Source: an optimization exercise on an open RTL-to-GDS flow (aim: small area, a short achievable clock period and few clock cycles). Production flows keep margins and buffers that such runs may drop. In this exercise RTL edits were held to simulation tests only and were not proved equivalent to the original. Power and IR drop assume default switching activity.

## run a
## dbc3_blit
module dbc3_blit (
    input  wire        clk,
    input  wire        rst,
    input  wire        start,
    output wire        ready,
    output reg         done,
    input  wire [23:0] src_addr,
    input  wire [8:0]  blit_x,
    input  wire [8:0]  blit_y,
    input  wire        flip_x,
    input  wire        flip_y,
    input  wire [7:0]  pen,
    input  wire        pen_mode,
    input  wire [9:0]  clip_x,
    input  wire [9:0]  clip_y,
    input  wire [9:0]  clip_width,
    input  wire [9:0]  clip_height,
    input  wire [3:0]  clip_ctrl,
    input  wire [23:0] rom_len,
    output wire [23:0] end_src_addr,
    output wire [8:0]  end_blit_y,
    output reg         anom_oor,
    output reg  [7:0]  anom_unk,
    output wire        rom_req,
    output wire [23:0] rom_addr,
    input  wire        rom_gnt,
    input  wire [7:0]  rom_rdata,
    output wire        pix_valid,
    input  wire        pix_ready,
    output wire [8:0]  pix_x,
    output wire [8:0]  pix_y,
    output wire [7:0]  pix_pen
);
    localparam [2:0] OP_NEXT = 3'd0, OP_LINE = 3'd1, OP_COPY = 3'd2,
                     OP_SKIP = 3'd3, OP_UNUSED = 3'd4, OP_CHGA = 3'd5,
                     OP_CHGP = 3'd6, OP_STOP = 3'd7;
    reg        s_idle, s_init, s_hdr, s_op, s_pix, s_fin, s_fin2;
    reg [23:0] len_r;
    reg        flip_x_r, flip_y_r;
    reg [7:0]  pen_r;
    reg        pen_mode_r;
    reg [9:0]  cx_r, cy_r;        
    reg [9:0]  cr_r, cb_r;        
    reg [3:0]  ctrl_r;
    reg [8:0]  xsm_r;             
    reg [8:0]  x_r;               
    reg [8:0]  y_r;
    reg [2:0]  ps1;               
    reg [3:0]  as1;               
    reg [15:0] cnt;               
    reg        is_copy, first;
    reg        pskip;             
    reg [23:0] fa;                
    reg        req;               
    reg        dv;                
    reg        endf;              
    reg [31:0] sb;
    reg [5:0]  rd;                
    reg [5:0]  bc;                
    reg [1:0]  wslot;             
    reg [5:0]  lim;               
    reg [2:0]  ub;                
    reg        pv_r;
    reg [7:0]  pp_r;
    assign ready        = s_idle;
  ...
Settings: LEC_CHECK=0, CAP_MARGIN=20, CORE_MARGIN=2, CORE_UTILIZATION=40, CTS_BUF_LIST=sky130_fd_sc_hd__clkbuf_4 sky130_fd_sc_hd__clkbuf_8, PLACE_DENSITY=0.75, SETUP_SLACK_MARGIN=4, SLEW_MARGIN=20, TNS_END_PERCENT=30; clock period 8.0 ns.
standard.sh (not shown) runs the stock make flow with config.mk's settings and CLKGATE_MAP_FILE= SYNTH_SCRIPT=/design/flow/synth_recipe.tcl, a recipe that flattens the netlist after the stock synthesis.
==> flow/flow/run.sh <==
#!/bin/bash
# Layout: the standard flow (standard.sh, which runs ORFS from synthesis
# to the final layout), unchanged except that the port buffers are
# sky130_fd_sc_hd__buf_1 cells instead of the larger delay buffer that
# buffer_ports picks by default. Every port still gets its buffer.
# ORFS writes each step's full output to its own log under orfs/logs/;
# make's own output goes to standard.log.
set -euo pipefail
export BUFFER_PORTS_ARGS="-buffer_cell sky130_fd_sc_hd__buf_1"
bash standard.sh > standard.log 2>&1
Testbench counts of run a, summed over its fixed seeds: cycles 37,259.
Here is what was changed in the inputs of run b compared with run a.
--- a/flow/design.v
+++ b/flow/design.v
@@ -113,13 +113,17 @@
     wire [7:0]  qfld = {h[0], h[1], h[2], h[3], h[4], h[5], h[6], h[7]};
     wire [7:0]  pval = qfld >> (3'd7 - ps1);
     wire [15:0] tfld = {h[3], h[4], h[5], h[6], h[7], h[8], h[9], h[10],
                         h[11], h[12], h[13], h[14], h[15], h[16], h[17], h[18]};
     wire [15:0] nval = tfld >> (4'd15 - as1);
     wire pv_hold = pv_r & ~pix_ready;
-    wire yclip = ({1'b0, y_r} < cy_r) || (y_r > cb_r);
+    reg        pnext, unk_p;
+    wire       pn_go = pnext & ~pv_hold;
+    wire [8:0] y_inc = y_r + (flip_y_r ? 9'h1FF : 9'h001);
+    wire [8:0] y_a   = pn_go ? y_inc : y_r;
+    wire yclip = ({1'b0, y_a} < cy_r) || (y_a > cb_r);
     wire ay = (ctrl_r[2] & ~yclip) | (ctrl_r[3] & yclip);
     reg  ay_r;
     always @(posedge clk) ay_r <= ay;
     wire lskip = ~is_copy & ~ay_r;
     wire       xs_cnt = pskip | (s_pix & ~is_copy);
     wire [8:0] xm     = xs_cnt ? cnt[8:0] : 9'd0;
@@ -134,13 +138,13 @@
     wire op_arg  = (op == OP_LINE) | (op == OP_COPY) | (op == OP_SKIP);
     wire op_xy   = (op == OP_NEXT) | (op == OP_SKIP);
     wire need_p  = is_copy | first;
     wire go_op   = s_op & ~(op_xy & pv_hold)
                    & (op_arg ? okA : (op == OP_CHGA) ? ok7 : (op == OP_CHGP) ? ok6 : ok3);
     wire go_hdr  = s_hdr & ok8;
-    wire go_pix  = s_pix & ~pv_hold & (~need_p | okP);
+    wire go_pix  = s_pix & ~pv_hold & ~pnext & (~need_p | okP);
     wire k3  = go_op & ((op == OP_NEXT) | (op == OP_UNUSED));
     wire kS  = go_op & (op == OP_STOP);
     wire kA  = go_op & op_arg;
     wire k7  = go_op & (op == OP_CHGA);
     wire k6  = go_op & (op == OP_CHGP);
     wire k8  = go_hdr;
@@ -180,12 +184,14 @@
             s_fin  <= 1'b0;
             s_fin2 <= 1'b0;
             done   <= 1'b0;
             req    <= 1'b0;
             dv     <= 1'b0;
             pv_r   <= 1'b0;
+            pnext  <= 1'b0;
+            unk_p  <= 1'b0;
         end else begin
             done <= 1'b0;
             dv <= rom_req & rom_gnt;
             if (wr) begin
                 case (wslot)
                     2'd0: sb[7:0]   <= wbits;
@@ -201,12 +207,19 @@
             if (rneg) anom_oor <= 1'b1;
             if ((rom_req & rom_gnt) | fin_go) fa <= fa_n;
             req <= (s_init | s_hdr | s_op | s_pix) & ~kS & ~endf & room;
             if (pv_r & pix_ready) pv_r <= 1'b0;
             if (pskip) x_r <= xn;
             pskip <= 1'b0;
+            if (pn_go) begin
+                y_r <= y_inc;
+                x_r <= xsm_r;
+            end
+            pnext <= (go_op & (op == OP_NEXT)) | (pnext & pv_hold);
+            if (unk_p && anom_unk != 8'hFF) anom_unk <= anom_unk + 8'd1;
+            unk_p <= go_op & (op == OP_UNUSED);
             if (s_idle & start) begin
                 s_idle     <= 1'b0;
                 s_init     <= 1'b1;
                 len_r      <= rom_len;
                 flip_x_r   <= flip_x;
                 flip_y_r   <= flip_y;
@@ -227,12 +240,14 @@
                 bc         <= 6'd0;
                 wslot      <= 2'd0;
                 lim        <= 6'd0;
                 anom_oor   <= 1'b0;
                 anom_unk   <= 8'd0;
                 pskip      <= 1'b0;
+                pnext      <= 1'b0;
+                unk_p      <= 1'b0;
             end
             if (s_init) begin
                 cr_r   <= (({1'b0, cx_r} + {1'b0, cr_r}) > 11'd511)
                           ? 10'd511 : {1'b0, cx_r[8:0] + cr_r[8:0]};
                 cb_r   <= (({1'b0, cy_r} + {1'b0, cb_r}) > 11'd511)
                           ? 10'd511 : {1'b0, cy_r[8:0] + cb_r[8:0]};
@@ -249,22 +264,17 @@
                 cnt     <= nval;
                 is_copy <= (op == OP_COPY);
                 first   <= 1'b1;
             end
             if (go_op) begin
                 case (op)
-                    OP_NEXT: begin
-                        y_r <= y_r + (flip_y_r ? 9'h1FF : 9'h001);
-                        x_r <= xsm_r;
-                    end
                     OP_LINE, OP_COPY: begin
                         s_op    <= 1'b0;
                         s_pix   <= 1'b1;
                     end
                     OP_SKIP: pskip <= 1'b1;
-                    OP_UNUSED: if (anom_unk != 8'hFF) anom_unk <= anom_unk + 8'd1;
                     OP_CHGA: as1 <= {h[3], h[4], h[5], h[6]};
                     OP_CHGP: ps1 <= {h[3], h[4], h[5]};
                     OP_STOP: begin
                         s_op  <= 1'b0;
                         s_fin <= 1'b1;
                     end
## What came out
Run b: done, clean on timing, DRC and antenna. Area after synthesis essentially unchanged between run b and run a. Run a ended up with fewer cell instances than run b did. Met3 routed wirelength (higher): run b. Comparing run a and run b, the lower shortest clock period the worst path allows after layout was measured on run a. Run b packs its core tighter than run a. Total nets after synthesis: run b vs run a up about 0.7%. A launch point of the worst path of rd[0] is what run b shows, while len_r[0] belongs to run a.
Testbench counts of run b, summed over its fixed seeds: cycles 37,259.

========
== S ==
Another version of the RTL of dbc3_blit (not shown whole).
For scale: roughly 1900 cells after synthesis, about 240 flip-flops, roughly 230 I/O pins, roughly 0.019 mm² of cells after synthesis.
// dbc3_blit
module dbc3_blit (
    input  wire        clk,
    input  wire        rst,
    input  wire        start,
    output wire        ready,
    output reg         done,
    input  wire [23:0] src_addr,
    input  wire [8:0]  blit_x,
    input  wire [8:0]  blit_y,
    input  wire        flip_x,
    input  wire        flip_y,
    input  wire [7:0]  pen,
    input  wire        pen_mode,
    input  wire [9:0]  clip_x,
    input  wire [9:0]  clip_y,
    input  wire [9:0]  clip_width,
    input  wire [9:0]  clip_height,
    input  wire [3:0]  clip_ctrl,
    input  wire [23:0] rom_len,
    output wire [23:0] end_src_addr,
    output wire [8:0]  end_blit_y,
    output reg         anom_oor,
    output reg  [7:0]  anom_unk,
    output wire        rom_req,
    output wire [23:0] rom_addr,
    input  wire        rom_gnt,
    input  wire [7:0]  rom_rdata,
    output wire        pix_valid,
    input  wire        pix_ready,
    output wire [8:0]  pix_x,
    output wire [8:0]  pix_y,
    output wire [7:0]  pix_pen
);
==> flow/config.mk <==
export PLATFORM = sky130hd
export DESIGN_NAME = dbc3_blit
export DESIGN_NICKNAME = dbc3_blit
export VERILOG_FILES = /design/flow/design.v
export SDC_FILE = /design/flow/constraint.sdc
export NUM_CORES = 4
export LEC_CHECK = 0
export CAP_MARGIN = 20
export CORE_MARGIN = 2
export CORE_UTILIZATION = 40
export PLACE_DENSITY = 0.6
export SETUP_SLACK_MARGIN = 4
export SLEW_MARGIN = 20
==> flow/constraint.sdc <==
create_clock -name core_clock -period 8.0 [get_ports {clk}]
set_input_delay 1.6000 -clock core_clock [delete_from_list [all_inputs] [get_ports {clk}]]
set_output_delay 1.6000 -clock core_clock [all_outputs]
set_load 0.01 [all_outputs]
run.sh (not shown) runs the stock make flow with config.mk's settings and CLKGATE_MAP_FILE= SYNTH_SCRIPT=/design/flow/synth_recipe.tcl, a recipe that flattens the netlist after the stock synthesis.
Stock flow here: none of the scripts above is used.
S completed; timing, DRC and antenna clean
Testbench counts of S, summed over its fixed seeds: cycles 37,259.
Setup changes, S to Q
--- a/flow/design.v
+++ b/flow/design.v
@@ -74,14 +74,15 @@
     wire [5:0] rbc = lim - rd;            
     wire       rneg = rbc[5] & (|rbc[4:0]);   
     wire       atlen = (fa == len_r);     
     wire       exh = (endf | atlen) & ~dv;    
     wire       fake = exh & (bc <= 6'd24);    
     wire       wr   = dv | fake;
     wire [5:0] bcw = bc + (wr ? 6'd8 : 6'd0);
+    wire [5:0] u   = bcw + (req ? 6'd8 : 6'd0);
     wire [5:0] cA = {2'b0, as1} + 6'd4;   
     wire [5:0] cP = {3'b0, ps1} + 6'd1;   
     wire [5:0] rd3 = rd + 6'd3;
     wire [5:0] rd6 = rd + 6'd6;
     wire [5:0] rd7 = rd + 6'd7;
     wire [5:0] rd8 = rd + 6'd8;
     wire [5:0] rdA = rd + cA;
@@ -94,14 +95,21 @@
     wire [5:0] bcP = bcw - cP;
     wire ok3 = bc >= 6'd3;
     wire ok6 = bc >= 6'd6;
     wire ok7 = bc >= 6'd7;
     wire ok8 = bc >= 6'd8;
     wire okA = bc >= cA;
     wire okP = bc >= cP;
+    wire rq0 = u <= 6'd24;
+    wire rq3 = u <= 6'd27;
+    wire rq6 = u <= 6'd30;
+    wire rq7 = u <= 6'd31;
+    wire rq8 = u <= 6'd32;
+    wire rqA = {1'b0, u} <= {1'b0, cA} + 7'd24;
+    wire rqP = {1'b0, u} <= {1'b0, cP} + 7'd24;
     wire [63:0] sb2 = {sb, sb};
     wire [31:0] rot = sb2 >> rd[4:0];
     wire [18:0] h   = rot[18:0];          
     wire [2:0]  op   = {h[0], h[1], h[2]};
     wire [7:0]  qfld = {h[0], h[1], h[2], h[3], h[4], h[5], h[6], h[7]};
     wire [7:0]  pval = qfld >> (3'd7 - ps1);
     wire [15:0] tfld = {h[3], h[4], h[5], h[6], h[7], h[8], h[9], h[10],
@@ -111,16 +119,15 @@
     wire yclip = ({1'b0, y_r} < cy_r) || (y_r > cb_r);
     wire ay = (ctrl_r[2] & ~yclip) | (ctrl_r[3] & yclip);
     reg  ay_r;
     always @(posedge clk) ay_r <= ay;
     wire lskip = ~is_copy & ~ay_r;
     wire       xs_cnt = pskip | (s_pix & ~is_copy);
     wire [8:0] xm     = xs_cnt ? cnt[8:0] : 9'd0;
-    wire [9:0] xn2    = {x_r, 1'b1} + {(flip_x_r ? ~xm : xm), flip_x_r ^ s_pix};
-    wire [8:0] xn     = xn2[9:1];         
+    wire [8:0] xn     = x_r + (flip_x_r ? ~xm : xm) + {8'd0, flip_x_r ^ s_pix};
     wire [8:0] xp     = x_r + (flip_x_r ? 9'h1FF : 9'h001);
     wire [8:0] x_pix  = lskip ? xn : xp;
     wire xclip_p = ({1'b0, xp} < cx_r) || (xp > cr_r);
     wire ax_p = (ctrl_r[0] & ~xclip_p) | (ctrl_r[1] & xclip_p);
     wire [7:0] color = (pen_mode_r ? {pval[7:4], pen_r[3:0]} : pval)
                        | {pen_r[7:4], 4'h0};
     wire op_arg  = (op == OP_LINE) | (op == OP_COPY) | (op == OP_SKIP);
@@ -137,18 +144,19 @@
     wire k6  = go_op & (op == OP_CHGP);
     wire k8  = go_hdr;
     wire kP  = go_pix & need_p;
     wire k0  = ~(k3 | kS | kA | k7 | k6 | k8 | kP);
     wire [5:0] rd_next = ({6{k3 | kS}} & rd3) | ({6{kA}} & rdA) | ({6{k7}} & rd7)
                        | ({6{k6}} & rd6) | ({6{k8}} & rd8) | ({6{kP}} & rdP)
                        | ({6{k0}} & rd);
+    wire room = (k3 & rq3) | (kA & rqA) | (k7 & rq7) | (k6 & rq6) | (k8 & rq8)
+              | (kP & rqP) | (k0 & rq0);
     wire [5:0] bc_next = ({6{k3 | kS}} & bc3) | ({6{kA}} & bcA) | ({6{k7}} & bc7)
                        | ({6{k6}} & bc6) | ({6{k8}} & bc8) | ({6{kP}} & bcP)
                        | ({6{k0}} & bcw);
-    wire room = req ? (bc_next <= 6'd16) : (bc_next <= 6'd24);
     wire        fdec   = s_fin2;
     wire [3:0]  flo    = fdec ? ({1'b0, fa[2:0]} - {1'b0, ub}) : ({1'b0, fa[2:0]} + 4'd1);
     wire [23:0] fq     = fa ^ {24{fdec}};
     reg  [23:0] ft;
     integer b;
     always @(*) begin
         ft[2:0] = 3'd0;
--- outcome ---
Taking S as the reference, in Q overall fraction of global-route tracks in use went up 0.60 points; met1 global-route usage went up 1.1 points; worst path arrival time went down 0.17 ns; worst reg-to-reg setup slack held; fmax held.
S and Q ended up with roughly the same minimum period implied by the final worst setup slack.
Q completed end to end with timing, DRC and antenna clean.
[compare] base=S new=Q: design area rose 580 µm², proportion of power drawn by flip-flops and latches grew by 0.2 points.
Looking at total of clock buffers placed in the layout, Q sits 4 below S.
Testbench counts of Q, summed over its fixed seeds: cycles 37,259.

separate check: timing with driven ports:
Ports are ideal in the flow. The routed layouts listed here were re-timed in OpenROAD.
Step 1 (the two cells are an assumption about what drives the block):
set clk [get_ports {clk}]
set_driving_cell -lib_cell sky130_fd_sc_hd__clkbuf_16 $clk
set_driving_cell -lib_cell sky130_fd_sc_hd__buf_2 [delete_from_list [all_inputs] $clk]
Step 2 adds t to the input delays and takes it off the output delays; t is the mean of the earliest and latest rising clock arrival at the registers after step 1. Input paths then give back, and output paths get back, about the clock's delay inside the block.
Three values: ideal, step 1, step 2; two values: the first two.
run	t, ns	slack for setup (ns)	hold slack, ns
run a	0.664	4.029 / 3.981 / 3.941	0.491 / 0.491 / 0.491
run b	0.639	3.847 / 3.847 / 3.489	0.449 / 0.449 / 0.449
S	0.645	3.993 / 3.993 / 3.428	0.486 / 0.486 / 0.486
Q	0.651	3.994 / 3.994 / 3.517	0.513 / 0.513 / 0.513
After both steps every run listed still meets setup and hold. The setup slack of S, which loses most, moves by 0.000 ns with the drivers and by -0.565 ns with both steps.
